Source: an optimization exercise on an open RTL-to-GDS flow (aim: small area and few clock cycles). Production flows keep margins and buffers that such runs may drop.
The RTL was checked by simulation tests, not by an equivalence proof against the original design.
Power figures rest on the tool's default switching activity, not on a simulated workload.

**flow/config.mk**
```make
export PLATFORM = sky130hd
export DESIGN_NAME = ftdi_frame_codec
export DESIGN_NICKNAME = ftdi_frame_codec
export VERILOG_FILES = /design/flow/design.v
export SDC_FILE = /design/flow/constraint.sdc
export NUM_CORES = 4
export LEC_CHECK = 0
export CAP_MARGIN = 20
export CORE_MARGIN = 2
export CORE_UTILIZATION = 40
export PLACE_DENSITY = 0.6
export SLEW_MARGIN = 20
export SYNTH_HIERARCHICAL = 1
```
**flow/constraint.sdc**
```tcl
create_clock -name core_clock -period 10.0 [get_ports {clk}]
set_input_delay 2.0000 -clock core_clock [delete_from_list [all_inputs] [get_ports {clk}]]
set_output_delay 2.0000 -clock core_clock [all_outputs]
set_load 0.01 [all_outputs]
```
**flow/design.v**
```verilog
module ftdi_frame_codec (
    input  wire        clk,
    input  wire        rst,           
    input  wire        op_valid,
    input  wire [2:0]  op_code,       
    input  wire [15:0] op_arg,        
    output wire        op_ready,
    output wire        tx_valid,
    output reg  [7:0]  tx_data,
    input  wire        tx_ready,
    input  wire        rx_valid,
    input  wire [7:0]  rx_data,
    output wire        rx_ready,
    input  wire [4:0]  rd_idx,
    output wire [15:0] rd_sp,
    output wire [11:0] rd_samp0,
    output wire [11:0] rd_samp1,
    output wire [11:0] rd_samp2,
    output reg  [2:0]  phase,
    output reg  [2:0]  fault,
    output reg  [5:0]  n_count,
    output wire [10:0] wlen,
    output wire [7:0]  erl,
    output reg  [10:0] txcount,
    output reg  [7:0]  rlen,
    output wire [5:0]  nsamp,
    output wire [16:0] stat_sum,
    output wire [5:0]  stat_cnt,
    output wire        stat_valid
);
    localparam [7:0] OP_PREDIV_OFF     = 8'h8A;
    localparam [7:0] OP_SET_DIVISOR    = 8'h86;
    localparam [7:0] OP_ADAPTIVE_OFF   = 8'h97;
    localparam [7:0] OP_MULTIPHASE_OFF = 8'h8D;
    localparam [7:0] OP_GPIO_SET       = 8'h80;
    localparam [7:0] WR_HDR0 = 8'h11, WR_HDR1 = 8'h02, WR_HDR2 = 8'h00;
    localparam [7:0] XFER_HDR0 = 8'h31, XFER_HDR1 = 8'h00, XFER_HDR2 = 8'h00;
    localparam [7:0] RDBITS_CMD0 = 8'h22, RDBITS_CMD1 = 8'h03;
    localparam [7:0] CLK_DIV_LO = 8'h05, CLK_DIV_HI = 8'h00;
    localparam [7:0] IDLE_STATE = 8'h78;
    localparam [7:0] DIRECTION  = 8'h7B;
    localparam [7:0] SEL_DAC = 8'h08, SEL_ADC0 = 8'h10, SEL_ADC1 = 8'h20, SEL_ADC2 = 8'h40;
    localparam [7:0] DAC_CFG0 = 8'hA1, DAC_CFG1 = 8'hA2, DAC_CFG2 = 8'hA3;
    localparam [7:0] DAC_DATA_REG = 8'hD0;
    localparam [7:0] ADC_TRIGGER  = 8'h00;
    localparam [7:0] SW_DAC  = IDLE_STATE & ~SEL_DAC;
    localparam [7:0] SW_ADC0 = IDLE_STATE & ~SEL_ADC0;
    localparam [7:0] SW_ADC1 = IDLE_STATE & ~SEL_ADC1;
    localparam [7:0] SW_ADC2 = IDLE_STATE & ~SEL_ADC2;
    localparam [7:0] IW      = IDLE_STATE;
    localparam [2:0] OPC_PUSH = 3'd1, OPC_COMPILE = 3'd2, OPC_ABORT = 3'd3, OPC_TXDONE = 3'd4,
                     OPC_RXDATA = 3'd5, OPC_DECODE = 3'd6, OPC_CLEAR = 3'd7;
    localparam [2:0] PH_IDLE = 3'd0, PH_COMPILED = 3'd1, PH_SENT = 3'd2,
                     PH_RECEIVED = 3'd3, PH_DONE = 3'd4, PH_FAULT = 3'd5;
    localparam [1:0] TS_PRE = 2'd0, TS_BLK = 2'd1, TS_TRL = 2'd2, TS_END = 2'd3;
    localparam [4:0] CAP_POS = 5'd25;
    reg  [511:0] spr;
    reg  [4:0]   psp;
    reg  [899:0] sr;
    reg  [4:0]   ps;
    reg [15:0] rx_left;       
    reg [4:0]  lag;           
    reg [2:0]  rj;            
    reg [5:0]  kf;            
    reg [16:0] acc;           
    reg [1:0]  ts;            
    reg [3:0]  sub;           
    reg [1:0]  part;          
    reg        hdr;           
    reg [4:0]  tx_frame;
    reg [11:0] cap;           
    reg        cap_ok;
    wire busy      = (rx_left != 16'd0);
    wire push_en   = (phase == PH_IDLE) && !n_count[5];
    wire push_wait = op_valid && (op_code == OPC_PUSH) && push_en && (n_count != 6'd0) &&
                     (psp != n_count[4:0] - 5'd1);
    assign op_ready = !busy && !push_wait;
    wire in_frames = (kf < n_count);
    assign rx_ready = busy && (!in_frames || (lag == 5'd0));
    wire op_fire = op_valid && op_ready;
    wire rx_fire = rx_valid && rx_ready;
    wire ins     = rx_fire && in_frames;
    wire dac_blk  = (ts == TS_BLK) && !hdr && (part == 2'd0);
    wire cap_need = dac_blk && (sub == 4'd7 || sub == 4'd8);
    assign tx_valid = (phase == PH_COMPILED) && (ts != TS_END) && !(cap_need && !cap_ok);
    wire tx_fire = tx_valid && tx_ready;
    wire [6:0]  n3       = {1'b0, n_count} + {n_count, 1'b0};
    wire [10:0] wlen_c   = {n3 + 7'd1, 4'b0101};      
    wire [7:0]  erl_c    = {n3, 1'b0};                
    wire        compiled = (phase != PH_IDLE) && !fault[0];
    assign wlen = compiled ? wlen_c : 11'd0;
    assign erl  = compiled ? erl_c : 8'd0;
    wire decoded = (phase == PH_DONE) || ((phase == PH_FAULT) && fault[2]);
    assign nsamp      = decoded ? kf : 6'd0;
    assign stat_sum   = decoded ? acc : 17'd0;
    assign stat_cnt   = (decoded && kf != 6'd0) ? kf - 6'd1 : 6'd0;
    assign stat_valid = (phase == PH_DONE) && (kf[5:1] != 5'd0);
    wire [4:0] rp_sp = psp - rd_idx;
    reg [4:0] neg6;
    always @(*) begin
        case (rd_idx)
            5'd0:  neg6 = 5'd0;   5'd1:  neg6 = 5'd19;  5'd2:  neg6 = 5'd13;  5'd3:  neg6 = 5'd7;
            5'd4:  neg6 = 5'd1;   5'd5:  neg6 = 5'd20;  5'd6:  neg6 = 5'd14;  5'd7:  neg6 = 5'd8;
            5'd8:  neg6 = 5'd2;   5'd9:  neg6 = 5'd21;  5'd10: neg6 = 5'd15;  5'd11: neg6 = 5'd9;
            5'd12: neg6 = 5'd3;   5'd13: neg6 = 5'd22;  5'd14: neg6 = 5'd16;  5'd15: neg6 = 5'd10;
            5'd16: neg6 = 5'd4;   5'd17: neg6 = 5'd23;  5'd18: neg6 = 5'd17;  5'd19: neg6 = 5'd11;
            5'd20: neg6 = 5'd5;   5'd21: neg6 = 5'd24;  5'd22: neg6 = 5'd18;  5'd23: neg6 = 5'd12;
            default: neg6 = 5'd0;
        endcase
    end
    wire [5:0] rp_sum = {1'b0, ps} + {1'b0, neg6};
    wire [4:0] rp_s   = (rp_sum >= 6'd25) ? rp_sum[4:0] - 5'd25 : rp_sum[4:0];
    wire [35:0] srd;
    ring_read #(.W(16), .N(32)) u_rd_sp (.d(spr), .sel(32'd1 << rp_sp), .q(rd_sp));
    ring_read #(.W(36), .N(25)) u_rd_s  (.d(sr),  .sel(25'd1 << rp_s),  .q(srd));
    assign rd_samp0 = srd[35:24];
    assign rd_samp1 = srd[23:12];
    assign rd_samp2 = srd[11:0];
    reg [7:0] sel_word;
    always @(*) begin
        case (part)
            2'd0:    sel_word = SW_DAC;
            2'd1:    sel_word = SW_ADC0;
            2'd2:    sel_word = SW_ADC1;
            default: sel_word = SW_ADC2;
        endcase
    end
    always @(*) begin
        if (ts == TS_PRE) begin
            case (sub[2:0])
                3'd0:    tx_data = OP_PREDIV_OFF;
                3'd1:    tx_data = OP_SET_DIVISOR;
                3'd2:    tx_data = CLK_DIV_LO;
                3'd3:    tx_data = CLK_DIV_HI;
                3'd4:    tx_data = OP_ADAPTIVE_OFF;
                default: tx_data = OP_MULTIPHASE_OFF;
            endcase
        end else begin
            case (sub)
                4'd0:  tx_data = OP_GPIO_SET;
                4'd1:  tx_data = sel_word;
                4'd2:  tx_data = DIRECTION;
                4'd3:  tx_data = (part == 2'd0) ? WR_HDR0 : XFER_HDR0;
                4'd4:  tx_data = (part == 2'd0) ? WR_HDR1 : XFER_HDR1;
                4'd5:  tx_data = (part == 2'd0) ? WR_HDR2 : XFER_HDR2;
                4'd6:  tx_data = (part != 2'd0) ? ADC_TRIGGER : hdr ? DAC_CFG0 : DAC_DATA_REG;
                4'd7:  tx_data = (part != 2'd0) ? RDBITS_CMD0 : hdr ? DAC_CFG1 : cap[11:4];
                4'd8:  tx_data = (part != 2'd0) ? RDBITS_CMD1 : hdr ? DAC_CFG2 : {cap[3:0], 4'h0};
                4'd9:  tx_data = OP_GPIO_SET;
                4'd10: tx_data = IW;
                default: tx_data = DIRECTION;
            endcase
        end
    end
    wire [7:0]  rlen_next    = ((op_arg[15:8] != 8'd0) || (op_arg[7:0] > 8'd198)) ? 8'd198 : op_arg[7:0];
    wire [10:0] txcount_next = op_arg[10:0] | {11{op_arg[15:11] != 5'd0}};
    wire        push_fire    = op_fire && (op_code == OPC_PUSH) && push_en;
    wire        rxdata_fire  = op_fire && (op_code == OPC_RXDATA) && (phase == PH_SENT);
    wire        compile_fire = op_fire && (op_code == OPC_COMPILE) && (phase == PH_IDLE);
    wire        cap_past     = (ts == TS_BLK) && !hdr && ((part != 2'd0) || (sub > 4'd8));
    wire [4:0]  cap_rel      = psp - tx_frame - {4'd0, cap_past};
    wire        cap_load     = !cap_ok && (cap_rel == CAP_POS);
    reg [899:0] sr_next;
    always @(*) begin
        sr_next = {sr[863:0], sr[899:864]};
        if (ins) begin
            case (rj)
                3'd0: sr_next[36*0+28 +: 8] = rx_data;
                3'd1: sr_next[36*1+24 +: 4] = rx_data[3:0];
                3'd2: sr_next[36*2+16 +: 8] = rx_data;
                3'd3: sr_next[36*3+12 +: 4] = rx_data[3:0];
                3'd4: sr_next[36*4+4  +: 8] = rx_data;
                default: sr_next[36*5+0 +: 4] = rx_data[3:0];
            endcase
        end
    end
    always @(posedge clk) begin
        spr <= {spr[495:0], push_fire ? op_arg : spr[511:496]};
        sr  <= sr_next;
        psp <= (push_fire && n_count == 6'd0) ? 5'd0 : psp + 5'd1;
        ps  <= rxdata_fire ? 5'd24 : (ps == 5'd24) ? 5'd0 : ps + 5'd1;
        if (rxdata_fire || ins)
            lag <= 5'd0;
        else
            lag <= (lag == 5'd24) ? 5'd0 : lag + 5'd1;
    end
    always @(posedge clk) begin
        if (rxdata_fire) begin
            rj  <= 3'd0;
            kf  <= 6'd0;
            acc <= 17'd0;
        end else if (ins) begin
            if (rj == 3'd5) begin
                rj <= 3'd0;
                kf <= kf + 6'd1;
                if (kf != 6'd0)
                    acc <= acc + {5'd0, sr[36*4+24 +: 12] ^ 12'h800};
            end else begin
                rj <= rj + 3'd1;
            end
        end
    end
    always @(posedge clk) begin
        if (cap_load)
            cap <= spr[16*CAP_POS +: 12];
        if (compile_fire) begin
            ts       <= TS_PRE;
            sub      <= 4'd0;
            part     <= 2'd0;
            hdr      <= 1'b1;
            tx_frame <= 5'd0;
            cap_ok   <= 1'b0;
        end else begin
            if (cap_load)
                cap_ok <= 1'b1;
            else if (tx_fire && dac_blk && sub == 4'd8)
                cap_ok <= 1'b0;
            if (tx_fire) begin
                case (ts)
                    TS_PRE: begin
                        if (sub == 4'd5) begin
                            ts  <= TS_BLK;
                            sub <= 4'd0;
                        end else begin
                            sub <= sub + 4'd1;
                        end
                    end
                    TS_BLK: begin
                        if (sub == 4'd11) begin
                            sub <= 4'd0;
                            if (hdr) begin
                                hdr <= 1'b0;
                                if (n_count == 6'd0) begin
                                    ts  <= TS_TRL;
                                    sub <= 4'd9;
                                end
                            end else if (part == 2'd3) begin
                                part <= 2'd0;
                                if ({1'b0, tx_frame} == n_count - 6'd1) begin
                                    ts  <= TS_TRL;
                                    sub <= 4'd9;
                                end else begin
                                    tx_frame <= tx_frame + 5'd1;
                                end
                            end else begin
                                part <= part + 2'd1;
                            end
                        end else begin
                            sub <= sub + 4'd1;
                        end
                    end
                    TS_TRL: begin
                        if (sub == 4'd11)
                            ts <= TS_END;
                        else
                            sub <= sub + 4'd1;
                    end
                    default: ;
                endcase
            end
        end
    end
    always @(posedge clk) begin
        if (rst) begin
            phase   <= PH_IDLE;
            fault   <= 3'b000;
            n_count <= 6'd0;
            txcount <= 11'd0;
            rlen    <= 8'd0;
            rx_left <= 16'd0;
        end else begin
            if (rx_fire)
                rx_left <= rx_left - 16'd1;
            if (op_fire) begin
                case (op_code)
                    OPC_PUSH: begin
                        if (push_en)
                            n_count <= n_count + 6'd1;
                    end
                    OPC_COMPILE: begin
                        if (phase == PH_IDLE) begin
                            if (n_count >= 6'd25) begin    
                                fault[0] <= 1'b1;
                                phase    <= PH_FAULT;
                            end else begin
                                phase    <= PH_COMPILED;
                            end
                        end
                    end
                    OPC_TXDONE: begin
                        if (phase == PH_COMPILED) begin
                            txcount <= txcount_next;
                            if (op_arg != {5'd0, wlen_c}) begin
                                fault[1] <= 1'b1;
                                phase    <= PH_FAULT;
                            end else begin
                                phase    <= PH_SENT;
                            end
                        end
                    end
                    OPC_RXDATA: begin
                        if (phase == PH_SENT) begin
                            rlen    <= rlen_next;
                            rx_left <= op_arg;
                            phase   <= PH_RECEIVED;
                        end
                    end
                    OPC_DECODE: begin
                        if (phase == PH_RECEIVED) begin
                            if (rlen != erl_c) begin
                                fault[2] <= 1'b1;
                                phase    <= PH_FAULT;
                            end else begin
                                phase    <= PH_DONE;
                            end
                        end
                    end
                    OPC_ABORT, OPC_CLEAR: begin
                        if ((op_code == OPC_ABORT && (phase == PH_IDLE || phase == PH_COMPILED)) ||
                            (op_code == OPC_CLEAR && (phase == PH_DONE || phase == PH_FAULT))) begin
                            phase   <= PH_IDLE;
                            fault   <= 3'b000;
                            n_count <= 6'd0;
                            txcount <= 11'd0;
                            rlen    <= 8'd0;
                        end
                    end
                    default: ;
                endcase
            end
        end
    end
endmodule
module ring_read #(parameter integer W = 16, parameter integer N = 32) (
    input  wire [W*N-1:0] d,
    input  wire [N-1:0]   sel,
    output wire [W-1:0]   q
);
    localparam integer G3 = N / 3;           
    localparam integer R  = N - 3 * G3;      
    localparam integer G  = G3 + (R != 0);
    genvar b, g;
    generate
        for (b = 0; b < W; b = b + 1) begin : bit_
            wire [G-1:0] gn;
            for (g = 0; g < G3; g = g + 1) begin : grp
                aoi3 u (.a0(d[W*(3*g)+b]), .a1(d[W*(3*g+1)+b]), .a2(d[W*(3*g+2)+b]),
                        .s0(sel[3*g]), .s1(sel[3*g+1]), .s2(sel[3*g+2]), .y(gn[g]));
            end
            if (R == 2) begin : last2
                aoi2 u (.a0(d[W*(3*G3)+b]), .a1(d[W*(3*G3+1)+b]),
                        .s0(sel[3*G3]), .s1(sel[3*G3+1]), .y(gn[G3]));
            end else if (R == 1) begin : last1
                assign gn[G3] = ~(d[W*(3*G3)+b] & sel[3*G3]);
            end
            assign q[b] = ~&gn;
        end
    endgenerate
endmodule
module aoi3 (
    input  wire a0, a1, a2, s0, s1, s2,
    output wire y
);
    assign y = ~((a0 & s0) | (a1 & s1) | (a2 & s2));
endmodule
module aoi2 (
    input  wire a0, a1, s0, s1,
    output wire y
);
    assign y = ~((a0 & s0) | (a1 & s1));
endmodule
```
**flow/flow/run.sh**
```bash
#!/bin/bash
# Standard ORFS layout with a leaner clock tree (no dummy loads, larger
# sink clusters) and the smallest buffer on each port.
set -euo pipefail
export CTS_ARGS="-sink_clustering_enable -repair_clock_nets -buf_list sky130_fd_sc_hd__clkbuf_16 -sink_clustering_size 30 -sink_clustering_max_diameter 80 -dont_use_dummy_load"
export BUFFER_PORTS_ARGS="-buffer_cell sky130_fd_sc_hd__buf_1"
bash standard.sh > standard.log 2>&1
```
**flow/standard.sh**
```bash
#!/bin/bash
# synth_recipe.tcl (not shown) runs the flow's synth.tcl, then flattens the netlist and writes it again
# the make line also repeats each setting of config.mk as NAME=value (left out here)
make -C /OpenROAD-flow-scripts/flow DESIGN_CONFIG=/design/flow/config.mk WORK_HOME=/design/flow/orfs CLKGATE_MAP_FILE= SYNTH_SCRIPT=/design/flow/synth_recipe.tcl "${@:-finish}"
```
==> flow_summary.yaml, run 1 <==
routing:
  remaining_drc_errors: 0
  avgRoutedWirePerCell_um: 23.1
  wirelength_mm: 118
  antenna_left: 0
  drt_iter0_markers: 3889
  vias: 29000
  via_per_inst: 5.70
  drt_pass1_iterations: 12
final_layout:
  final_common_cell: "dfxtp_1"
  layout_common_cells: "1515 x dfxtp_1, 448 x a222oi_1, 175 x buf_1"
  nNetsFinal: 3731
  area_growth_pct: 11.0
  drive_above_1_share_pct: 8.13
grt:
  busiest_layer: "met2"
  antenna_found_initial: 6
  grt_pass1_vias: 27800
  grt_first_pass_wirelength_mm: 174
  grt_overflow: 0
  track_usage_pct: 19.9
  grtUsageMet3_pct: 3.10
  gr-usage-met2_pct: 31.3
  grt_max_degree: 40
  grtUsageMet1_pct: 28.3
floorplan:
  die-area_um2: 114000
  die_x_um: 338
  num_io_pins: 180
  die_h_um: 338
  placeableCoreArea_um2: 111000
  start_util_pct: 40.3
  rows: 122
yosys:
  netlist_area_um2: 44500
  yosys_warnings: 7
  synth-seq-cells: 1527
  ys_seq_area_share_pct: 68.9
  synth_ff_type: "dfxtp_1"
  async_reset_ff_share_pct: 0
  syn_avg_cell_area_um2: 13.3
  synth_edf_count: 12
  synth_cell_types: 102
  synth_cells: 3346
sta:
  grt_setup_unrepaired: "no"
  fin_skew_ns: 0.0899
  slew_headroom_pct: 19.9
  final_hold_viol_count: 0
  hold_ws_ns: 0.264
  fin_crit_ns: 9.55
  slew_viol_final: 0
  worstMarginPinSlew_ns: 1.20
  setup_viol: 0
  post-route-period-util_pct: 95.5
  tns_ns: 0
  fmax_ghz: 0.105
clock_tree:
  clk_pin_slew_ns: 0.10
  post_cts_buffers: 0
  cts_buffer_depth: 3
  cts_resized: 0
  ctsHtreeMaxLevel: 3
  clock_sinks: 1527
  ctsHoldBuffers: 0
  root_buffer: "clkbuf_16"
  cts_tree: "built"
  cts_buffers: 67
  clkLatencyLatePin_ns: 0.68
worst_setup_path:
  crit_type: "in -> out"
  cp.required_ns: 8.00
  crit_chain: "buf_1 > inv_1 > ha_1 > o311ai_0 > o21ai_0 > fa_1 > a21o_1 > a21oi_2 > xor2_2 > a21boi_0 > a21o_1 > a22oi_1 > nor2_4 > buf_4 > a222oi_1 > nand4_1 > a211o_1 > buf_1"
  slowest_stage: "nor2_4"
  crit_family: "compound AO/OA/AOI/OAI gates"
  worst-path-buf-inv: 4
  r2r_slack_ns: 6.16
  cp_slowest_stage_delay_ns: 0.97
  endpoint_kind: "primary output"
  cp_data_arrival_time_ns: 7.55
  cp_max_fo: 27
  cp-start-kind: "input port"
power:
  p_per_area_nw_per_um2: 252
  power.leakage_nw: 18.3
  ir_drop_uv: 263
placed_design:
  hpwl_mm: 77.8
  gp_congestion: 0.840
  io_buffers: 176
status:
  status: "no timing/DRC/antenna violations"
worst_hold_path:
  min_path_type: "reg -> reg"
flow_run:
  max_cap_violations: 0
flip-flops by register name, summed over array words and instances, names as in the netlist, 4 cells and up:
register	flops
rlen	8
rx_left	16
n_count	6
sub	4
tx_frame	5
lag	5
sr	900
acc	17
spr	512
psp	5
ps	5
kf	6
txcount	11
cap	12
cell families (layout without fill, tap and decap cells):
logic type	after synthesis	count (layout)	synth area share, %
XOR/XNOR	98	98	2.15
adder cells (fa/ha/maj)	88	88	2.57
AND/OR/NAND/NOR	659	659	8.05
flip-flops	1527	1527	68.9
multiplexers	66	66	1.63
other	1	4	0.00842
buffers and inverters	135	391	1.38
AO/OA/AOI/OAI	772	772	15.3
Yosys stat by module (local to each module, per instance), a selection:
module / copies in the design / cells inside / area, um2 / flops+latches
aoi2: 16 / 1 / 12.5 / 0
aoi3: 448 / 1 / 10.0 / 0
ftdi_frame_codec: 1 / 2706 / 38600 / 1527
power by group:
part / total [mW] / internal, mW / leakage, nW / switching, mW
combinational: 3.02 / 0.839 / 5.17 / 2.18
sequential: 6.43 / 6.27 / 12.3 / 0.163
clock: 2.99 / 1.21 / 0.826 / 1.78
worst paths after layout:
| check | start | endpoint | cells after the start |
|---|---|---|---|
| setup / recovery | rd_idx[0] | rd_samp2[0] | 18 |
| hold / removal | sr[864]$_DFF_P_ | sr[0]$_DFF_P_ | 0 |
| setup reg to reg | sub[0]$_SDFFE_PP0P_ | cap[5]$_DFFE_PP_ | 15 |
| hold reg to reg | sr[864]$_DFF_P_ | sr[0]$_DFF_P_ | 0 |
per-layer routing:
metal / vias up / routed length [um]
met5: - / 53
met4: 8 / 3190
met3: 161 / 7550
met2: 931 / 52800
met1: 14400 / 54100
li1: 13500 / -
per-stage QoR:
stage               setup slack [ns]  total power, mW  instances  cell area [um2]  utilization, %
floorplan                       1.45             8.00       3348            44500               -
global placement               0.341             9.47       5019            47600            43.1
detailed placement             0.340             9.54       5024            47700            43.2
CTS                            0.333             12.5       5091            49400            44.7
global route                   0.110             12.9       5092            49400            44.7
finish                         0.447             12.4       5093            49400            44.7
synth_stat cells (37+ instances only):
cell         n  area (um2)
a21oi_1     92         460
a222oi_1   448        4480
and2_1      37         231
clkbuf_1    38         143
dfxtp_1   1515       30300
ha_1        82        1030
inv_1       61         229
mux2_2      46         518
nand2_1    100         375
nand3_1     72         360
nand4_1    118         738
nor2_1     145         544
o21ai_0     42         210
xnor2_1     47         412
xor2_1      44         385
final cells by class:
class	instances	area, um2
inverter	64	240
tap	1488	1860
fill	10100	61100
timing repair buffer	260	1450
sequential	1527	30700
antenna	1	2.50
clock buffer	67	1680
multi-input combinational	1686	13500
Testbench counts, summed over its fixed seeds: cycles 23,344.
==> inputs of run 2 (changes only) <==
==> flow/flow/run.sh (replaced) <==
#!/bin/bash
# Standard ORFS layout with a leaner clock tree (no dummy loads, larger
# sink clusters) and the smallest buffer on each port.
set -euo pipefail
export CTS_ARGS="-sink_clustering_enable -repair_clock_nets -buf_list sky130_fd_sc_hd__clkbuf_8 -sink_clustering_size 18 -sink_clustering_max_diameter 60 -dont_use_dummy_load"
export BUFFER_PORTS_ARGS="-buffer_cell sky130_fd_sc_hd__buf_1"
bash standard.sh > standard.log 2>&1
==> run 2 against run 1 <==
  * Flip-flop and latch count unchanged
  * Clock power down 9.4%
  * Still clean
  * Via count up 0.47%
  * Largest power group unchanged
  * Register-to-register slack better by 0.07 ns
==> flow_summary.yaml, run 2 <==
clock_tree:
  cts_tree: "built"
  ctsHtreeMaxLevel: 3
  clk_pin_slew_ns: 0.10
  clkLatencyLatePin_ns: 0.79
  root_buffer: "clkbuf_8"
  cts_buffer_depth: 3
  ctsHoldBuffers: 0
  cts_buffers: 105
  clock_sinks: 1527
worst_setup_path:
  crit_type: "in -> out"
  setup.worst_path.start: "rd_idx[0]"
  cp-start-kind: "input port"
  regToRegStartpoint: "n_count[5]$_SDFFE_PP0P_"
  cp.required_ns: 8.00
  rr_worst_depth: 7
  r2r_slack_ns: 6.23
  cp_max_fo: 27
  cp_data_arrival_time_ns: 7.50
  rr_endpoint: "sr[152]$_DFF_P_"
  endpoint: "rd_samp2[0]"
  endpoint_kind: "primary output"
grt:
  track_usage_pct: 20.0
  grt_overflow: 0
  grt_max_degree: 40
  grt_first_pass_wirelength_mm: 175
  antenna_found_initial: 7
  grt_pass1_vias: 28200
final_layout:
  final_common_cell: "dfxtp_1"
  regMostFlops: "sr"
  largest_reg_flops: 900
  area_growth_pct: 10.5
  final_cells: 5134
  drive_above_1_share_pct: 9.09
  final_area_um2: 49200
  nNetsFinal: 3769
  fill_cells: 10100
  reg_top3: "sr (900), spr (512), acc (17)"
  layout_common_cells: "1515 x dfxtp_1, 448 x a222oi_1, 175 x buf_1"
routing:
  wirelength_mm: 118
  remaining_drc_errors: 0
  antenna_left: 0
  drt_iter0_markers: 3797
  avgRoutedWirePerCell_um: 23.0
  drt_pass1_iterations: 8
  vias: 29200
  via_per_inst: 5.68
placed_design:
  place_area_um2: 47700
  dpl.cell_count: 5024
  io_buffers: 176
  gp_congestion: 0.840
  hpwl_mm: 77.8
flow_run:
  max_cap_violations: 0
sta:
  final_hold_viol_count: 0
  worstMarginPinSlew_ns: 1.20
  fin_crit_ns: 9.50
  grt_setup_unrepaired: "no"
  tns_ns: 0
  setup_viol: 0
  hold_ws_ns: 0.257
  post-route-period-util_pct: 95.0
  slew_headroom_pct: 20.0
  fin_skew_ns: 0.127
  fmax_ghz: 0.105
  slew_viol_final: 0
yosys:
  synth-seq-cells: 1527
  synth_cell_types: 102
  synth_area_leader_cell: "dfxtp_1"
  syn_avg_cell_area_um2: 13.3
  synth_ff_type: "dfxtp_1"
  ys_seq_area_share_pct: 68.9
  async_reset_ff_share_pct: 0
  synth_edf_count: 12
  synthTopCellsByArea: "dfxtp_1 68%, a222oi_1 10%, ha_1 2.3%"
  netlist_area_um2: 44500
  yosysTopAreaCellShare_pct: 68.1
  synthTopCellsByCount: "1515 x dfxtp_1, 448 x a222oi_1, 145 x nor2_1"
  synth.most_common_cell: "dfxtp_1"
  synth_cells: 3346
  yosys_warnings: 7
floorplan:
  placeableCoreArea_um2: 111000
  die-area_um2: 114000
  start_util_pct: 40.3
  die_h_um: 338
  rows: 122
  num_io_pins: 180
  die_x_um: 338
status:
  status: "no timing/DRC/antenna violations"
power:
  power.leakage_nw: 18.2
  sw_frac_of_total_pct: 33.9
  power_mw: 12.2
  p_per_area_nw_per_um2: 247
  ir_drop_uv: 259
  p_clk_share_pct: 22.3
  internal-power_mw: 8.04
  netSwitchingPower_mw: 4.12
  power_frac_comb_pct: 24.8
  p_seq_share_pct: 52.9
worst_hold_path:
  min_path_type: "reg -> reg"
## run 2: cell counts after synthesis
Identical to the previous run, type by type.
## run 2: kinds of logic after synthesis
group	Yosys count	synth area share (%)
DFF	1527	68.9
AOI/OAI and AO/OA	772	15.3
and+or+nand+nor	659	8.05
buffers and inverters	135	1.38
xor gates and xnor gates	98	2.15
adders and majority gates	88	2.57
muxes	66	1.63
other	1	0.00842
## run 2: modules after synthesis (local to each module, per instance), a selection
module	times used	cells	flops+latches
ftdi_frame_codec	1	2706	1527
aoi2	16	1	0
aoi3	448	1	0
## run 2: critical path: stages
cell and delay, ns:
buf_1 0.25, inv_1 0.15, ha_1 0.23, o311ai_0 0.30, o21ai_0 0.24, fa_1 0.50
a21o_1 0.20, a21oi_2 0.23, xor2_2 0.42, a21boi_0 0.51, a21o_1 0.19, a22oi_1 0.30
nor2_4 0.95, buf_4 0.35, a222oi_1 0.12, nand4_1 0.14, a211o_1 0.22, buf_1 0.19
## run 2: power by group through the flow
stage                     combinational, mW  clock [mW]  sequential, mW
after global placement                 2.91           0            6.56
after floorplan                        1.50           0            6.51
after global routing                   3.19        3.01            6.46
final                                  3.02        2.71            6.43
after detailed placement               2.97           0            6.57
after CTS                              2.98        2.80            6.43
## run 2: final cells by class
type | instances | area (um2) | share of cell area (%)
Clock buffer | 105 | 1450 | 2.94
Tap cell | 1488 | 1860 | 3.78
Sequential cell | 1527 | 30700 | 62.4
Inverter | 64 | 240 | 0.488
Antenna cell | 4 | 10.0 | 0.0203
Multi-Input combinational cell | 1686 | 13500 | 27.4
Timing Repair Buffer | 260 | 1450 | 2.94
## run 2: worst min-delay path by stage
stage                    startpoint                to  slack [ns]  depth (start not counted)
global placement    spr[88]$_DFF_P_  spr[104]$_DFF_P_        0.33                          0
CTS                 sr[865]$_DFF_P_     sr[1]$_DFF_P_        0.25                          0
finish              sr[260]$_DFF_P_   sr[296]$_DFF_P_        0.26                          0
floorplan           spr[96]$_DFF_P_  spr[112]$_DFF_P_        0.33                          0
detailed placement    sr[6]$_DFF_P_    sr[42]$_DFF_P_        0.33                          0
global route        sr[865]$_DFF_P_     sr[1]$_DFF_P_        0.27                          0
## run 2: what timing repair did
item | in CTS | in global routing
buffers inserted | 0 | 0
resized for setup | 0 | 4
setup endpoints to repair | 0 | 10
## run 2: metrics by stage
| step | setup WS (ns) | util, % |
|---|---|---|
| finish | 0.502 | 44.5 |
| global route | 0.0707 | 44.5 |
| CTS | 0.333 | 44.5 |
| detailed placement | 0.340 | 43.2 |
| global placement | 0.341 | 43.1 |
| floorplan | 1.45 | - |
## run 2: routing by layer
metal	up-vias	share of wire [%]	track usage, %
met2	890	45	31.3
met4	8	2.5	5.87
li1	13600	-	-
met1	14500	47	28.5
met5	-	0.047	0
met3	177	6.0	3.25
==> inputs of run 3 (changes only) <==
==> flow/flow/run.sh (replaced) <==
#!/bin/bash
# Standard ORFS layout, with
#  - an area-oriented re-mapping of the combinational logic of the standard
#    synthesis (registers, their names and cell types are kept as they are;
#    the read multiplexers' three-way AND-OR-invert cells are kept too),
#  - a leaner clock tree (no dummy loads, larger sink clusters),
#  - the smallest buffer on each port.
set -euo pipefail
here=$(pwd)
res=$here/orfs/results/$FLOW_PLATFORM/ftdi_frame_codec/base
lib=$FLOW_HOME/platforms/$FLOW_PLATFORM/lib/sky130_fd_sc_hd__tt_025C_1v80.lib

export CTS_ARGS="-sink_clustering_enable -repair_clock_nets -buf_list {sky130_fd_sc_hd__clkbuf_4 sky130_fd_sc_hd__clkbuf_8} -sink_clustering_size 18 -sink_clustering_max_diameter 60 -dont_use_dummy_load"
export BUFFER_PORTS_ARGS="-buffer_cell sky130_fd_sc_hd__buf_1"

# 1. standard synthesis
bash standard.sh synth > standard_synth.log 2>&1

# 2. re-map the combinational logic for area
seq=$(python3 flow/combmap.py "$lib")
yosys -q -l combmap.log -p "read_liberty -ignore_miss_func $lib; delete $seq sky130_fd_sc_hd__conb_1; write_verilog -noattr $here/combmap.v" > /dev/null 2>&1 || true
dontuse=$(grep -o -- "-dont_use [^ ]*" "$here/orfs/logs/$FLOW_PLATFORM/ftdi_frame_codec/base/1_2_yosys.log" | sort -u | tr '\n' ' ')
cp "$res/1_2_yosys.v" "$here/1_2_yosys_standard.v"
yosys -l post_synth.log -p "
read_liberty -lib $lib
read_verilog $here/1_2_yosys_standard.v
hierarchy -top $FLOW_TOP
select -set regs $FLOW_TOP/t:sky130_fd_sc_hd__df* $FLOW_TOP/t:sky130_fd_sc_hd__edf*
tee -o $here/regs_before.txt select -list @regs
techmap -map $here/combmap.v $FLOW_TOP/* $FLOW_TOP/t:sky130_fd_sc_hd__a222oi_1 %d
techmap
opt_expr
opt_clean -purge
abc -liberty $lib $dontuse -script $here/flow/area.abc
rename -hide $FLOW_TOP/w:*.*
opt_clean -purge
hilomap -singleton -hicell sky130_fd_sc_hd__conb_1 HI -locell sky130_fd_sc_hd__conb_1 LO
splitnets
opt_clean -purge
insbuf -buf sky130_fd_sc_hd__buf_4 A X
select -set regs2 $FLOW_TOP/t:sky130_fd_sc_hd__df* $FLOW_TOP/t:sky130_fd_sc_hd__edf*
tee -o $here/regs_after.txt select -list @regs2
stat -liberty $lib
write_verilog -noattr -nohex -nodec $here/1_2_yosys_area.v
" > /dev/null
# keep the standard netlist unless the registers are exactly the same
if cmp -s <(sort regs_before.txt) <(sort regs_after.txt); then
  cp "$here/1_2_yosys_area.v" "$res/1_2_yosys.v"
  rm -f "$res/1_synth.odb" "$res/1_synth.sdc"
  echo "post-synthesis re-mapping used" > post_synth_status.txt
else
  echo "registers differ; standard netlist kept" > post_synth_status.txt
fi

# 3. the rest of the layout
bash standard.sh > standard_finish.log 2>&1
==> flow/flow/area.abc (new file) <==
&get -n
&st
&dch
&nf -a
&st
&dch
&nf -a
&put
==> flow/flow/combmap.py (new file) <==
# Writes the list of sequential cells (flip-flops, latches) of a liberty file,
# one per line, so the post-synthesis pass can leave them untouched.
import re, sys
lib = open(sys.argv[1]).read()
seq = []
for part in re.split(r'\n\s*cell\s*\(', lib)[1:]:
    name = part[:part.index(')')].strip().strip('"')
    if re.search(r'\b(ff|ff_bank|latch|latch_bank|statetable)\s*\(', part):
        seq.append(name)
print(' '.join(seq))
==> run 3 against run 2 <==
  * Synthesized cell count is 4.3% lower
  * Sequential share of layout area is 2.9 points higher
  * Maximum frequency is 2.6% higher
  * Largest power group unchanged
  * Power is 8.5% higher
  * First-iteration DRC count is 11% higher
  * Combinational power is 32% higher
  * Final cell count is 3.5% lower
  * Critical path depth is 1 lower
  * Largest cell class unchanged
  * Clock skew is 0.025 ns higher
  * Flip-flop and latch count stayed put
==> flow_summary.yaml, run 3 <==
grt:
  grt_pass1_vias: 27400
  grt_overflow: 0
  grt_max_degree: 37
  track_usage_pct: 21.4
  antenna_found_initial: 5
  grt_first_pass_wirelength_mm: 176
sta:
  post-route-period-util_pct: 92.6
  grt_setup_unrepaired: "no"
  slew_headroom_pct: 18.9
  final_hold_viol_count: 0
  fin_skew_ns: 0.152
  fmax_ghz: 0.108
  tns_ns: 0
  setup_viol: 0
  slew_viol_final: 0
  finalWorstSetupSlack_ns: 0.739
  worstMarginPinSlew_ns: 1.21
  fin_crit_ns: 9.26
final_layout:
  nNetsFinal: 3596
  area_growth_pct: 11.0
  layout_common_cells: "1515 x dfxtp_1, 448 x a222oi_1, 206 x nor2_1"
  drive_above_1_share_pct: 6.13
  final_cells: 4955
  regMostFlops: "sr"
  largest_reg_flops: 900
  final_area_um2: 47000
  postLayoutCoreUtil_pct: 44.7
  reg_top3: "sr (900), spr (512), acc (17)"
  final_common_cell: "dfxtp_1"
clock_tree:
  ctsHoldBuffers: 0
  cts_buffer_depth: 3
  post_cts_buffers: 0
  ctsHtreeMaxLevel: 3
  cts_tree: "built"
  clkLatencyLatePin_ns: 0.83
  clk_pin_slew_ns: 0.10
  root_buffer: "clkbuf_8"
  cts_buffers: 104
  cts_resized: 0
  clock_sinks: 1527
worst_setup_path:
  cp-start-kind: "input port"
  cp_max_fo: 24
  cp.required_ns: 8.00
  crit_type: "in -> out"
  cp_data_arrival_time_ns: 7.26
  endpoint_kind: "primary output"
floorplan:
  num_io_pins: 180
  die-area_um2: 108000
  die_h_um: 329
  start_util_pct: 40.3
  rows: 119
  die_x_um: 329
  placeableCoreArea_um2: 105000
routing:
  remaining_drc_errors: 0
  vias: 28600
  wirelength_mm: 119
  drt_iter0_markers: 4224
  antenna_left: 0
  via_per_inst: 5.77
  drt_pass1_iterations: 13
  avgRoutedWirePerCell_um: 24.1
placed_design:
  gp_congestion: 0.879
  hpwl_mm: 72.0
  dpl.cell_count: 4844
  place_area_um2: 45600
  place_ws_ns: 0.789
  io_buffers: 176
yosys:
  synth_cells: 3202
  syn_avg_cell_area_um2: 13.2
  netlist_area_um2: 42300
  yosys_warnings: 7
power:
  power.leakage_nw: 17.0
  p_per_area_nw_per_um2: 281
  ir_drop_uv: 290
flow_run:
  max_cap_violations: 0
worst_hold_path:
  min_path_type: "reg -> reg"
status:
  status: "no timing/DRC/antenna violations"
[run 3: area by class of cell]
cell class	instances	area [um2]
antenna	7	17.5
multi-input combinational	1601	11600
sequential	1527	30700
inverter	68	255
tap	1391	1740
clock buffer	104	1430
fill	9751	58100
timing repair buffer	257	1310
[run 3: path summary, 6_finish.rpt]
kind	endpoint	from	depth (start not counted)	slack (ns)
worst max-delay path	rd_samp0[5]	rd_idx[2]	17	0.74
worst min-delay path	sr[247]$_DFF_P_	sr[211]$_DFF_P_	0	0.20
worst max register to register	acc[16]$_SDFFE_PP0P_	n_count[0]$_SDFFE_PP0P_	13	5.67
worst min register to register	sr[247]$_DFF_P_	sr[211]$_DFF_P_	0	0.20
[run 3: critical path, cell delays in order]
cell	delay (ns)
buf_1	0.31
nor2b_1	0.11
o21bai_1	0.18
and3_1	0.28
maj3_1	0.41
maj3_1	0.40
maj3_1	0.42
xnor2_1	0.48
o21ai_0	0.21
or2_0	0.44
a21oi_4	0.93
buf_4	0.41
a222oi_1	0.14
nand4_1	0.11
nor2_1	0.05
o31ai_1	0.14
buf_1	0.20
[run 3: power by group]
group | internal [mW] | leakage (nW) | total [mW] | switching (mW)
Sequential | 6.29 | 12.4 | 6.48 | 0.196
Clock | 0.929 | 0.748 | 2.71 | 1.78
Combinational | 1.09 | 3.94 | 4.00 | 2.92
Total | 8.30 | 17.0 | 13.2 | 4.90
[run 3: stage by stage]
stage | power, mW | hold WS [ns]
final | 13.2 | 0.198
after global routing | 13.8 | 0.217
after CTS | 13.2 | 0.212
after detailed placement | 10.6 | 0.335
after global placement | 10.6 | 0.331
after floorplan | 8.57 | 0.327
[run 3: layer usage]
metal | part of all wire (%) | GRT usage, %
met1 | 45 | 29.8
met2 | 45 | 33.2
met3 | 7.7 | 4.11
met4 | 2.9 | 7.27
met5 | 0 | 0
==> inputs of run 4 (changes only) <==
--- a/flow/flow/run.sh
+++ b/flow/flow/run.sh
@@ -11,5 +11,5 @@
 lib=$FLOW_HOME/platforms/$FLOW_PLATFORM/lib/sky130_fd_sc_hd__tt_025C_1v80.lib
 
-export CTS_ARGS="-sink_clustering_enable -repair_clock_nets -buf_list {sky130_fd_sc_hd__clkbuf_4 sky130_fd_sc_hd__clkbuf_8} -sink_clustering_size 18 -sink_clustering_max_diameter 60 -dont_use_dummy_load"
+export CTS_ARGS="-sink_clustering_enable -repair_clock_nets -buf_list sky130_fd_sc_hd__clkbuf_8 -sink_clustering_size 18 -sink_clustering_max_diameter 60 -dont_use_dummy_load"
 export BUFFER_PORTS_ARGS="-buffer_cell sky130_fd_sc_hd__buf_1"
 
==> run 4 against run 3 <==
  * Still clean on timing, DRC and antenna
  * Maximum frequency unchanged
  * Flip-flop and latch count unchanged
  * Synthesized cell count unchanged
  * Combinational power about the same
  * Die area unchanged
  * Clock power about the same
  * First-iteration DRC count unchanged
  * Critical path depth unchanged
  * Critical endpoint unchanged
  * Highest routed layer unchanged
==> flow_summary.yaml, run 4 <==
clock_tree:
  cts_tree: "built"
  ctsHoldBuffers: 0
  cts_buffers: 104
  clock_sinks: 1527
  root_buffer: "clkbuf_8"
  cts_buffer_depth: 3
  ctsHtreeMaxLevel: 3
  cts_resized: 0
  clk_pin_slew_ns: 0.10
  clkLatencyLatePin_ns: 0.83
  post_cts_buffers: 0
floorplan:
  die_x_um: 329
  rows: 119
  die_h_um: 329
  num_io_pins: 180
  placeableCoreArea_um2: 105000
  die-area_um2: 108000
  start_util_pct: 40.3
routing:
  antenna_left: 0
  via_per_inst: 5.77
  vias: 28600
  drt_pass1_iterations: 13
  wirelength_mm: 119
  remaining_drc_errors: 0
  drt_iter0_markers: 4224
  avgRoutedWirePerCell_um: 24.1
power:
  power_mw: 13.2
  ir_drop_uv: 290
  p_per_area_nw_per_um2: 281
  power.leakage_nw: 17.0
grt:
  grt_first_pass_wirelength_mm: 176
  antenna_found_initial: 5
  grt_pass1_vias: 27400
  grt_max_degree: 37
  track_usage_pct: 21.4
  grt_overflow: 0
sta:
  slew_viol_final: 0
  tns_ns: 0
  setup_viol: 0
  post-route-period-util_pct: 92.6
  fin_crit_ns: 9.26
  final_hold_viol_count: 0
  worstMarginPinSlew_ns: 1.21
  grt_setup_unrepaired: "no"
  fin_skew_ns: 0.152
  slew_headroom_pct: 18.9
  fmax_ghz: 0.108
  hold_ws_ns: 0.198
final_layout:
  nNetsFinal: 3596
  final_common_cell: "dfxtp_1"
  regMostFlops: "sr"
  layout_common_cells: "1515 x dfxtp_1, 448 x a222oi_1, 206 x nor2_1"
  drive_above_1_share_pct: 6.13
  seq_area_um2: 30700
  multi_input_area_um2: 11600
  area_growth_pct: 11.0
  fill_cells: 9751
  reg_top3: "sr (900), spr (512), acc (17)"
  largest_reg_flops: 900
placed_design:
  gp_congestion: 0.879
  io_buffers: 176
  hpwl_mm: 72.0
worst_setup_path:
  cp_max_fo: 24
  cp_slowest_stage_delay_ns: 0.93
  cp_data_arrival_time_ns: 7.26
  cp-start-kind: "input port"
  crit_type: "in -> out"
  worst-path-buf-inv: 3
  crit_chain: "buf_1 > nor2b_1 > o21bai_1 > and3_1 > maj3_1 > maj3_1 > maj3_1 > xnor2_1 > o21ai_0 > or2_0 > a21oi_4 > buf_4 > a222oi_1 > nand4_1 > nor2_1 > o31ai_1 > buf_1"
  endpoint_kind: "primary output"
  cp.required_ns: 8.00
  cp_common_cell: "maj3_1"
  crit_family: "compound AO/OA/AOI/OAI gates"
  slowest_stage: "a21oi_4"
yosys:
  synth_cells: 3202
  syn_avg_cell_area_um2: 13.2
  netlist_area_um2: 42300
  yosys_warnings: 7
worst_hold_path:
  min_path_type: "reg -> reg"
status:
  status: "no timing/DRC/antenna violations"
flow_run:
  max_cap_violations: 0
run 4: per-layer routing:
layer / wire [um] / global-route usage [%]
met3: 9220 / 4.11
met1: 53100 / 29.8
met4: 3430 / 7.27
met5: 0 / 0
met2: 53500 / 33.2
run 4: cell type report:
class                   instances  area share, %
flip-flops and latches       1527           65.3
well taps                    1391           3.70
diodes                          7         0.0372
inverters                      68          0.543
repair buffers                257           2.78
multi-input cells            1601           24.6
clock buffers                 104           3.04
run 4: where the power goes:
part	switching, mW	internal, mW
clock	1.78	0.929
combinational	2.92	1.09
sequential	0.196	6.29
run 4: metrics by stage:
stage               area, um2  cells  utilization (%)  setup WS [ns]
floorplan               42400   3204                -          0.141
global placement        45600   4844             43.4          0.854
detailed placement      45600   4844             43.4          0.789
CTS                     47000   4948             44.7          0.781
global route            47000   4954             44.7          0.352
finish                  47000   4955             44.7          0.739
run 4: worst paths after layout:
kind | startpoint | end | slack (ns) | cells after the start
max reg2reg | n_count[0]$_SDFFE_PP0P_ | acc[16]$_SDFFE_PP0P_ | 5.67 | 13
min | sr[211]$_DFF_P_ | sr[247]$_DFF_P_ | 0.20 | 0
min reg2reg | sr[211]$_DFF_P_ | sr[247]$_DFF_P_ | 0.20 | 0
max | rd_idx[2] | rd_samp0[5] | 0.74 | 17
run 4: worst reg2reg max path, cell delays in order (launching register included):
cell and delay (ns):
dfxtp_1 0.89, nor2b_1 0.21, o221ai_1 0.15, a41o_1 0.25
or4_1 0.69, nor3_1 0.25, buf_4 0.21, o21a_1 0.16
buf_4 0.26, o21ai_0 0.28, a2111oi_0 0.43, buf_4 0.19
a21oi_1 0.06, o21a_1 0.14
==> inputs of run 5 (changes only) <==
--- a/flow/config.mk
+++ b/flow/config.mk
@@ -8,6 +8,6 @@
 export CAP_MARGIN = 20
 export CORE_MARGIN = 2
-export CORE_UTILIZATION = 40
-export PLACE_DENSITY = 0.6
+export CORE_UTILIZATION = 55
+export PLACE_DENSITY = 0.7
 export SLEW_MARGIN = 20
 export SYNTH_HIERARCHICAL = 1
==> run 5 against run 4 <==
  * Wire length grew 0.89%
  * Sequential share of layout area grew 0.72 points
  * Largest power group unchanged
  * Die area shrank 27%
  * Sequential power is essentially flat
  * Critical path type unchanged
  * Still clean on timing, DRC and antenna
  * Global-route usage grew 8.1 points
  * Register-to-register slack lost 0.77 ns
  * Synthesized area is the same
  * Combinational power grew 2%
  * Highest routed layer is now met5
==> flow_summary.yaml, run 5 <==
worst_setup_path:
  rr_worst_depth: 10
  worst-path-buf-inv: 4
  cp-start-kind: "input port"
  cp_max_fo: 22
  r2r_slack_ns: 4.90
  crit_type: "in -> out"
  crit_chain: "buf_1 > xnor2_1 > o21bai_1 > and3_1 > maj3_1 > maj3_1 > maj3_1 > xnor2_1 > o21ai_0 > or2_0 > buf_4 > nor2_4 > buf_4 > a222oi_1 > nand4_1 > nor2_1 > o31ai_1 > buf_1"
  cp_slowest_stage_delay_ns: 0.72
  cp.required_ns: 8.00
  rr_endpoint: "acc[16]$_SDFFE_PP0P_"
  cp_data_arrival_time_ns: 7.29
  slowest_stage: "nor2_4"
  cp_common_cell: "maj3_1"
  regToRegStartpoint: "n_count[0]$_SDFFE_PP0P_"
  crit_family: "simple AND/OR/NAND/NOR gates"
  endpoint_kind: "primary output"
final_layout:
  final_common_cell: "dfxtp_1"
  area_growth_pct: 9.83
  largest_reg_flops: 900
  layout_common_cells: "1515 x dfxtp_1, 448 x a222oi_1, 178 x nor2_1"
  drive_above_1_share_pct: 5.99
  nNetsFinal: 3561
  reg_top3: "sr (900), spr (512), acc (17)"
  fill_cells: 5969
  regMostFlops: "sr"
  final_cells: 4558
floorplan:
  die-area_um2: 79200
  start_util_pct: 55.7
  placeableCoreArea_um2: 76100
  die_h_um: 281
  rows: 101
  die_x_um: 281
  num_io_pins: 180
routing:
  vias: 30000
  wirelength_mm: 120
  via_per_inst: 6.57
  antenna_left: 0
  drt_pass1_iterations: 13
  avgRoutedWirePerCell_um: 26.4
  remaining_drc_errors: 0
  drt_iter0_markers: 4629
clock_tree:
  clk_pin_slew_ns: 0.10
  clock_sinks: 1527
  cts_resized: 0
  cts_buffers: 101
  clkLatencyLatePin_ns: 0.78
  ctsHoldBuffers: 0
  cts_tree: "built"
  post_cts_buffers: 0
  cts_buffer_depth: 3
  ctsHtreeMaxLevel: 3
  root_buffer: "clkbuf_8"
yosys:
  syn_avg_cell_area_um2: 13.2
  yosys_warnings: 7
  synth_cells: 3202
  netlist_area_um2: 42300
sta:
  grt_setup_unrepaired: "no"
  tns_ns: 0
  fmax_ghz: 0.108
  fin_skew_ns: 0.127
  slew_viol_final: 0
  slew_headroom_pct: 13.6
  post-route-period-util_pct: 92.9
  worstMarginPinSlew_ns: 1.29
  setup_viol: 0
  final_hold_viol_count: 0
  fin_crit_ns: 9.29
grt:
  grt_max_degree: 37
  grt_first_pass_wirelength_mm: 178
  grt_overflow: 0
  grt_pass1_vias: 29700
  track_usage_pct: 29.4
  antenna_found_initial: 13
power:
  p_seq_share_pct: 49.0
  power_frac_comb_pct: 30.8
  p_clk_share_pct: 20.1
  netSwitchingPower_mw: 4.97
  sw_frac_of_total_pct: 37.5
  p_per_area_nw_per_um2: 285
  ir_drop_uv: 314
  internal-power_mw: 8.27
  power.leakage_nw: 16.9
placed_design:
  dpl.cell_count: 4450
  hpwl_mm: 70.9
  io_buffers: 176
  gp_congestion: 0.901
worst_hold_path:
  hp-start: "sr[600]$_DFF_P_"
  whs_path_depth: 0
  min_path_type: "reg -> reg"
  min_to: "sr[636]$_DFF_P_"
flow_run:
  max_cap_violations: 0
status:
  status: "no timing/DRC/antenna violations"
## run 5: through the flow
step	power (mW)	util [%]	setup WS, ns	hold slack [ns]	cell area (um2)
floorplan	8.57	-	0.141	0.327	42400
global placement	10.5	59.0	0.953	0.333	44900
detailed placement	10.6	59.2	0.746	0.334	45000
CTS	13.1	61.0	0.724	0.240	46400
global route	13.7	61.1	0.484	0.232	46500
finish	13.2	61.1	0.706	0.225	46500
## run 5: worst max path at each step
stage	startpoint	depth (start not counted)	endpoint
2_1_floorplan	rd_idx[1]	14	rd_samp2[0]
3_3_place_gp	rd_idx[0]	18	rd_samp2[2]
3_5_place_dp	rd_idx[0]	18	rd_samp0[1]
4_1_cts	rd_idx[0]	18	rd_samp0[1]
5_1_grt	rd_idx[0]	18	rd_samp0[1]
6_report	rd_idx[0]	18	rd_samp0[1]
## run 5: power by group through the flow
stage	sequential, mW	clock (mW)	combinational (mW)
5_1_grt	6.52	2.91	4.23
4_1_cts	6.49	2.69	3.95
3_5_place_dp	6.62	0	3.94
2_1_floorplan	6.56	0	2.01
6_report	6.49	2.66	4.08
3_3_place_gp	6.61	0	3.84
## run 5: layout make-up
class	instances	area, um2	area share (%)
diodes	6	15.0	0.0323
clock buffers	101	1390	2.99
inverters	68	255	0.549
multi-input cells	1601	11700	25.2
flip-flops and latches	1527	30700	66.0
well taps	1030	1290	2.77
repair buffers	225	1140	2.44
## run 5: worst register-to-register path, stage by stage, from the launching register on
cell       delay [ns]
dfxtp_1          0.88
nor2b_1          0.23
o221ai_1         0.15
a41o_1           0.23
or4_1            0.71
nor3_1           0.79
o21a_1           0.71
o21ai_0          0.30
a2111oi_0        0.75
a21oi_1          0.15
o21a_1           0.13
## run 5: layer usage
layer | wire length, um | up-vias | global-route usage (%) | part of all wire [%]
li1 | - | 13100 | - | -
met1 | 49600 | 14900 | 40.2 | 41
met2 | 54700 | 1654 | 46.2 | 45
met3 | 11300 | 334 | 5.52 | 9.4
met4 | 4660 | 2 | 12.2 | 3.9
met5 | 12 | - | 0 | 0.010
==> inputs of run 6 (changes only) <==
--- a/flow/design.v
+++ b/flow/design.v
@@ -58,5 +58,5 @@
     reg  [4:0]   psp;
     reg  [899:0] sr;
-    reg  [4:0]   ps;
+    reg  [4:0]   q;             
     reg [15:0] rx_left;       
     reg [4:0]  lag;           
@@ -97,21 +97,15 @@
     assign stat_valid = (phase == PH_DONE) && (kf[5:1] != 5'd0);
     wire [4:0] rp_sp = psp - rd_idx;
-    reg [4:0] neg6;
+    wire [5:0] rp_dif = {1'b0, q} - {1'b0, rd_idx};
+    wire [4:0] rp_s   = rp_dif[5] ? rp_dif[4:0] + 5'd25 : rp_dif[4:0];
+    reg  [899:0] sr_lab;
+    integer l;
     always @(*) begin
-        case (rd_idx)
-            5'd0:  neg6 = 5'd0;   5'd1:  neg6 = 5'd19;  5'd2:  neg6 = 5'd13;  5'd3:  neg6 = 5'd7;
-            5'd4:  neg6 = 5'd1;   5'd5:  neg6 = 5'd20;  5'd6:  neg6 = 5'd14;  5'd7:  neg6 = 5'd8;
-            5'd8:  neg6 = 5'd2;   5'd9:  neg6 = 5'd21;  5'd10: neg6 = 5'd15;  5'd11: neg6 = 5'd9;
-            5'd12: neg6 = 5'd3;   5'd13: neg6 = 5'd22;  5'd14: neg6 = 5'd16;  5'd15: neg6 = 5'd10;
-            5'd16: neg6 = 5'd4;   5'd17: neg6 = 5'd23;  5'd18: neg6 = 5'd17;  5'd19: neg6 = 5'd11;
-            5'd20: neg6 = 5'd5;   5'd21: neg6 = 5'd24;  5'd22: neg6 = 5'd18;  5'd23: neg6 = 5'd12;
-            default: neg6 = 5'd0;
-        endcase
+        for (l = 0; l < 25; l = l + 1)
+            sr_lab[36*l +: 36] = sr[36*((6*l) % 25) +: 36];
     end
-    wire [5:0] rp_sum = {1'b0, ps} + {1'b0, neg6};
-    wire [4:0] rp_s   = (rp_sum >= 6'd25) ? rp_sum[4:0] - 5'd25 : rp_sum[4:0];
     wire [35:0] srd;
     ring_read #(.W(16), .N(32)) u_rd_sp (.d(spr), .sel(32'd1 << rp_sp), .q(rd_sp));
-    ring_read #(.W(36), .N(25)) u_rd_s  (.d(sr),  .sel(25'd1 << rp_s),  .q(srd));
+    ring_read #(.W(36), .N(25)) u_rd_s  (.d(sr_lab), .sel(25'd1 << rp_s), .q(srd));
     assign rd_samp0 = srd[35:24];
     assign rd_samp1 = srd[23:12];
@@ -179,5 +173,5 @@
         sr  <= sr_next;
         psp <= (push_fire && n_count == 6'd0) ? 5'd0 : psp + 5'd1;
-        ps  <= rxdata_fire ? 5'd24 : (ps == 5'd24) ? 5'd0 : ps + 5'd1;
+        q   <= rxdata_fire ? 5'd4 : (q >= 5'd4) ? q - 5'd4 : q + 5'd21;
         if (rxdata_fire || ins)
             lag <= 5'd0;
--- a/flow/flow/run.sh
+++ b/flow/flow/run.sh
@@ -11,5 +11,5 @@
 lib=$FLOW_HOME/platforms/$FLOW_PLATFORM/lib/sky130_fd_sc_hd__tt_025C_1v80.lib
 
-export CTS_ARGS="-sink_clustering_enable -repair_clock_nets -buf_list sky130_fd_sc_hd__clkbuf_8 -sink_clustering_size 18 -sink_clustering_max_diameter 60 -dont_use_dummy_load"
+export CTS_ARGS="-sink_clustering_enable -repair_clock_nets -buf_list sky130_fd_sc_hd__clkbuf_8 -sink_clustering_size 20 -sink_clustering_max_diameter 50 -dont_use_dummy_load"
 export BUFFER_PORTS_ARGS="-buffer_cell sky130_fd_sc_hd__buf_1"
 
==> flow/flow/area.abc (replaced) <==
&get -n
&st
&deepsyn -T 120
&dch
&nf -a
&st
&dch
&nf -a
&put
==> run 6 against run 5 <==
  * Worst setup slack better by 0.053 ns
  * Non-clock buffer count increased by 7
  * Synthesized cell count is 4.8% lower
  * Sequential share of layout area up 1.2 points
  * Synthesized area down 2.0%
  * Critical path type unchanged
  * Wire length is 0.82% lower
  * Die area shrank 2.0%
  * Clock skew shrank 0.0043 ns
  * Utilization up 0.11 points
  * First-iteration DRC count grew 7.1%
  * Flip-flop and latch count unchanged
==> flow_summary.yaml, run 6 <==
status:
  status: "no timing/DRC/antenna violations"
clock_tree:
  post_cts_buffers: 0
  clock_sinks: 1527
  clk_pin_slew_ns: 0.10
  root_buffer: "clkbuf_8"
  cts_buffers: 110
  cts_buffer_depth: 3
  cts_resized: 0
  cts_tree: "built"
  ctsHoldBuffers: 0
  clkLatencyLatePin_ns: 0.78
  ctsHtreeMaxLevel: 3
worst_setup_path:
  crit_type: "in -> out"
  cp.required_ns: 8.00
  cp-start-kind: "input port"
  cp_data_arrival_time_ns: 7.24
  cp_common_cell: "buf_1"
  crit_family: "simple AND/OR/NAND/NOR gates"
  rr_endpoint: "acc[15]$_SDFFE_PP0P_"
  regToRegStartpoint: "sr[168]$_DFF_P_"
  rr_worst_depth: 15
  r2r_slack_ns: 5.45
  crit_chain: "buf_1 > nand2b_1 > a21boi_0 > o21ba_1 > o21bai_1 > a21oi_1 > nor2_1 > nor2b_1 > a22oi_1 > and3_1 > o21ai_0 > nand3_1 > nor2_4 > buf_4 > a222oi_1 > nand4_1 > a211o_1 > buf_1"
  endpoint_kind: "primary output"
  slowest_stage: "nor2_4"
  worst-path-buf-inv: 3
  cp_slowest_stage_delay_ns: 0.87
  cp_max_fo: 19
power:
  ir_drop_uv: 143
  power_frac_comb_pct: 12.4
  p_per_area_nw_per_um2: 228
  p_clk_share_pct: 26.3
  sw_frac_of_total_pct: 27.9
  p_seq_share_pct: 61.3
  power_mw: 10.4
  power.leakage_nw: 17.0
  internal-power_mw: 7.50
  netSwitchingPower_mw: 2.90
final_layout:
  layout_common_cells: "1515 x dfxtp_1, 448 x a222oi_1, 176 x buf_1"
  regMostFlops: "sr"
  drive_above_1_share_pct: 6.71
  nNetsFinal: 3422
  final_common_cell: "dfxtp_1"
  reg_top3: "sr (900), spr (512), acc (17)"
  largest_reg_flops: 900
  final_area_um2: 45700
  final_cells: 4357
  area_growth_pct: 10.0
  postLayoutCoreUtil_pct: 61.2
floorplan:
  placeableCoreArea_um2: 74600
  die_x_um: 279
  die_h_um: 279
  rows: 100
  die-area_um2: 77700
  num_io_pins: 180
  start_util_pct: 55.7
placed_design:
  io_buffers: 176
  hpwl_mm: 73.3
  dpl.cell_count: 4240
  place_area_um2: 44100
  gp_congestion: 0.898
  place_ws_ns: 0.994
yosys:
  yosys_warnings: 7
  syn_avg_cell_area_um2: 13.6
  netlist_area_um2: 41500
  synth_cells: 3047
sta:
  fin_crit_ns: 9.24
  finalWorstSetupSlack_ns: 0.759
  worstMarginPinSlew_ns: 1.33
  fmax_ghz: 0.108
  post-route-period-util_pct: 92.4
  final_hold_viol_count: 0
  slew_viol_final: 0
  setup_viol: 0
  grt_setup_unrepaired: "no"
  tns_ns: 0
  fin_skew_ns: 0.123
  slew_headroom_pct: 11.0
  hold_ws_ns: 0.240
grt:
  grt_first_pass_wirelength_mm: 176
  grt_max_degree: 37
  grt_overflow: 0
  track_usage_pct: 29.7
  grt_pass1_vias: 29000
  antenna_found_initial: 6
routing:
  drt_pass1_iterations: 13
  vias: 28800
  drt_iter0_markers: 4957
  wirelength_mm: 119
  remaining_drc_errors: 0
  antenna_left: 0
  avgRoutedWirePerCell_um: 27.4
  via_per_inst: 6.62
worst_hold_path:
  whs_path_depth: 0
  min_to: "spr[239]$_DFF_P_"
  min_path_type: "reg -> reg"
  hp-start: "spr[223]$_DFF_P_"
flow_run:
  max_cap_violations: 0
-- run 6: worst register-to-register path, delay by kind of cell, from the launching register on --
family / cells / cell delay, ns
AOI/OAI and AO/OA: 7 / 1.73
adders and majority gates: 4 / 1.61
and+or+nand+nor: 3 / 0.49
DFF: 1 / 0.41
buffers and inverters: 1 / 0.16
-- run 6: per-layer routing --
layer  share of wire [%]  track usage, %  up-vias
met3                 9.6            5.71      296
met1                  40            39.1    14200
met2                  47            48.1     1662
li1                    -               -    12600
met4                 3.8            13.0        0
met5                   0               0        -
-- run 6: layout make-up --
class                   count  area (um2)
flip-flops and latches   1527       30700
clock buffers             110        1510
inverters                  26        97.6
well taps                 969        1210
repair buffers            232        1130
diodes                      5        12.5
fillers                  5745       28900
multi-input cells        1488       11000
-- run 6: worst max-delay path by stage --
stage | slack [ns] | to | cells after the start | startpoint
2_1_floorplan | 1.49 | rd_samp0[0] | 14 | rd_idx[1]
3_3_place_gp | 1.11 | rd_samp0[2] | 19 | rd_idx[1]
3_5_place_dp | 0.99 | rd_samp0[2] | 18 | rd_idx[1]
4_1_cts | 0.99 | rd_samp0[2] | 18 | rd_idx[1]
5_1_grt | 0.49 | rd_samp0[2] | 18 | rd_idx[1]
6_report | 0.76 | rd_samp0[2] | 18 | rd_idx[1]
-- run 6: power groups by stage --
stage / Clock (mW) / Sequential, mW / Combinational [mW]
6_report: 2.74 / 6.38 / 1.29
5_1_grt: 2.99 / 6.40 / 1.33
4_1_cts: 2.77 / 6.38 / 1.22
3_5_place_dp: 0 / 6.51 / 1.21
3_3_place_gp: 0 / 6.51 / 1.18
2_1_floorplan: 0 / 6.46 / 0.593
Testbench counts of run 6, summed over its fixed seeds: cycles 23,344.
==> inputs of run 7 (changes only) <==
--- a/flow/flow/run.sh
+++ b/flow/flow/run.sh
@@ -11,5 +11,5 @@
 lib=$FLOW_HOME/platforms/$FLOW_PLATFORM/lib/sky130_fd_sc_hd__tt_025C_1v80.lib
 
-export CTS_ARGS="-sink_clustering_enable -repair_clock_nets -buf_list sky130_fd_sc_hd__clkbuf_8 -sink_clustering_size 20 -sink_clustering_max_diameter 50 -dont_use_dummy_load"
+export CTS_ARGS="-sink_clustering_enable -repair_clock_nets -buf_list sky130_fd_sc_hd__clkbuf_8 -sink_clustering_size 18 -sink_clustering_max_diameter 60 -dont_use_dummy_load"
 export BUFFER_PORTS_ARGS="-buffer_cell sky130_fd_sc_hd__buf_1"
 
--- a/flow/config.mk
+++ b/flow/config.mk
@@ -6,8 +6,8 @@
 export NUM_CORES = 4
 export LEC_CHECK = 0
-export CAP_MARGIN = 20
+export CAP_MARGIN = 5
 export CORE_MARGIN = 2
-export CORE_UTILIZATION = 55
-export PLACE_DENSITY = 0.7
-export SLEW_MARGIN = 20
+export CORE_UTILIZATION = 40
+export PLACE_DENSITY = 0.6
+export SLEW_MARGIN = 5
 export SYNTH_HIERARCHICAL = 1
==> run 7 against run 6 <==
  * Non-clock buffer count up 18
  * Utilization down 17 points
  * Flip-flop and latch count unchanged
  * Design area up 0.95%
  * Synthesized area unchanged
  * Largest cell class unchanged
  * Synthesized cell count unchanged
==> flow_summary.yaml, run 7 <==
flow_run:
  max_cap_violations: 0
grt:
  antenna_found_initial: 8
  grt_first_pass_wirelength_mm: 179
  track_usage_pct: 22.3
  grt_max_degree: 37
  grt_pass1_vias: 27500
  grt_overflow: 0
routing:
  via_per_inst: 5.93
  drt_pass1_iterations: 11
  antenna_left: 0
  drt_iter0_markers: 4571
  remaining_drc_errors: 0
  vias: 28400
  wirelength_mm: 124
  avgRoutedWirePerCell_um: 25.8
sta:
  fmax_ghz: 0.109
  final_hold_viol_count: 0
  setup_viol: 0
  post-route-period-util_pct: 91.5
  finalWorstSetupSlack_ns: 0.846
  tns_ns: 0
  fin_crit_ns: 9.15
  grt_setup_unrepaired: "no"
  fin_skew_ns: 0.140
  slew_headroom_pct: 23.3
  hold_ws_ns: 0.203
  worstMarginPinSlew_ns: 1.15
  slew_viol_final: 0
final_layout:
  reg_top3: "sr (900), spr (512), acc (17)"
  final_common_cell: "dfxtp_1"
  nNetsFinal: 3433
  fill_cells: 9383
  regMostFlops: "sr"
  drive_above_1_share_pct: 6.19
  largest_reg_flops: 900
  multi_input_area_um2: 10900
  seq_area_um2: 30700
  postLayoutCoreUtil_pct: 44.7
  area_growth_pct: 11.1
  layout_common_cells: "1515 x dfxtp_1, 448 x a222oi_1, 176 x buf_1"
clock_tree:
  cts_resized: 0
  cts_buffer_depth: 3
  clock_sinks: 1527
  post_cts_buffers: 0
  root_buffer: "clkbuf_8"
  ctsHtreeMaxLevel: 3
  cts_buffers: 103
  ctsHoldBuffers: 0
  clk_pin_slew_ns: 0.10
  cts_tree: "built"
  clkLatencyLatePin_ns: 0.80
power:
  power_frac_comb_pct: 12.3
  sw_frac_of_total_pct: 28.0
  internal-power_mw: 7.46
  p_per_area_nw_per_um2: 225
  p_clk_share_pct: 26.1
  p_seq_share_pct: 61.6
  ir_drop_uv: 165
  power.leakage_nw: 17.0
  netSwitchingPower_mw: 2.90
  power_mw: 10.4
worst_hold_path:
  whs_path_depth: 0
  min_path_type: "reg -> reg"
yosys:
  netlist_area_um2: 41500
  yosys_warnings: 7
  syn_avg_cell_area_um2: 13.6
  synth_cells: 3047
floorplan:
  die_h_um: 326
  die-area_um2: 106000
  placeableCoreArea_um2: 103000
  start_util_pct: 40.2
  num_io_pins: 180
  die_x_um: 326
  rows: 118
placed_design:
  gp_congestion: 0.850
  hpwl_mm: 75.1
  io_buffers: 176
  place_ws_ns: 0.849
worst_setup_path:
  rr_worst_depth: 15
  cp-start-kind: "input port"
  cp_data_arrival_time_ns: 7.15
  crit_type: "in -> out"
  cp_max_fo: 24
  cp.required_ns: 8.00
  endpoint_kind: "primary output"
status:
  status: "no timing/DRC/antenna violations"
-- run 7: metrics by stage --
stage | instances | cell area, um2
final | 4781 | 46100
after global routing | 4779 | 46100
after CTS | 4774 | 46100
after detailed placement | 4671 | 44700
after global placement | 4671 | 44700
after floorplan | 3049 | 41500
-- run 7: worst max-delay path: stages --
cell and delay (ns):
buf_1 0.15, nand2b_1 0.18, a21boi_0 0.20, o21ba_1 0.19, o21bai_1 0.08, a21oi_1 0.31, nor2_1 0.16, nor2b_1 0.27
a22oi_1 0.13, buf_4 0.20, and3_1 0.19, o21ai_0 0.27, nand3_1 0.65, nor2_4 1.09, buf_4 0.41, a222oi_1 0.12
nand4_1 0.13, a211o_1 0.21, buf_1 0.17
-- run 7: worst paths after layout --
check	startpoint	endpoint	slack, ns
max	rd_idx[1]	rd_samp1[7]	0.85
min	sr[637]$_DFF_P_	sr[673]$_DFF_P_	0.20
max reg2reg	sr[168]$_DFF_P_	acc[16]$_SDFFE_PP0P_	5.52
min reg2reg	sr[637]$_DFF_P_	sr[673]$_DFF_P_	0.20
-- run 7: power by group through the flow --
stage	sequential [mW]	combinational, mW	clock (mW)
6_report	6.38	1.27	2.70
4_1_cts	6.38	1.25	2.75
5_1_grt	6.40	1.32	2.97
3_5_place_dp	6.51	1.24	0
2_1_floorplan	6.46	0.593	0
3_3_place_gp	6.51	1.23	0
-- run 7: cell type report --
cell class | count | share of cell area [%]
repair buffers | 250 | 2.75
flip-flops and latches | 1527 | 66.6
multi-input cells | 1488 | 23.6
inverters | 26 | 0.212
well taps | 1380 | 3.74
diodes | 7 | 0.0380
clock buffers | 103 | 3.07
-- run 7: routing by layer --
metal / vias to the layer above / global-route usage [%] / wire, um / share of wire (%)
met5: - / 0 / 20 / 0.016
met2: 1352 / 36.0 / 57600 / 47
met4: 2 / 7.90 / 3530 / 2.9
li1: 12700 / - / - / -
met1: 14100 / 30.1 / 52100 / 42
met3: 238 / 3.89 / 10400 / 8.4

Check on run 7: ideal ports give 0.846 ns setup slack; a clkbuf_16 on the clock port and buf_2 on the inputs give 0.763 ns; moving port delays by the midpoint clock arrival (0.787 ns) as well gives 0.763 ns.
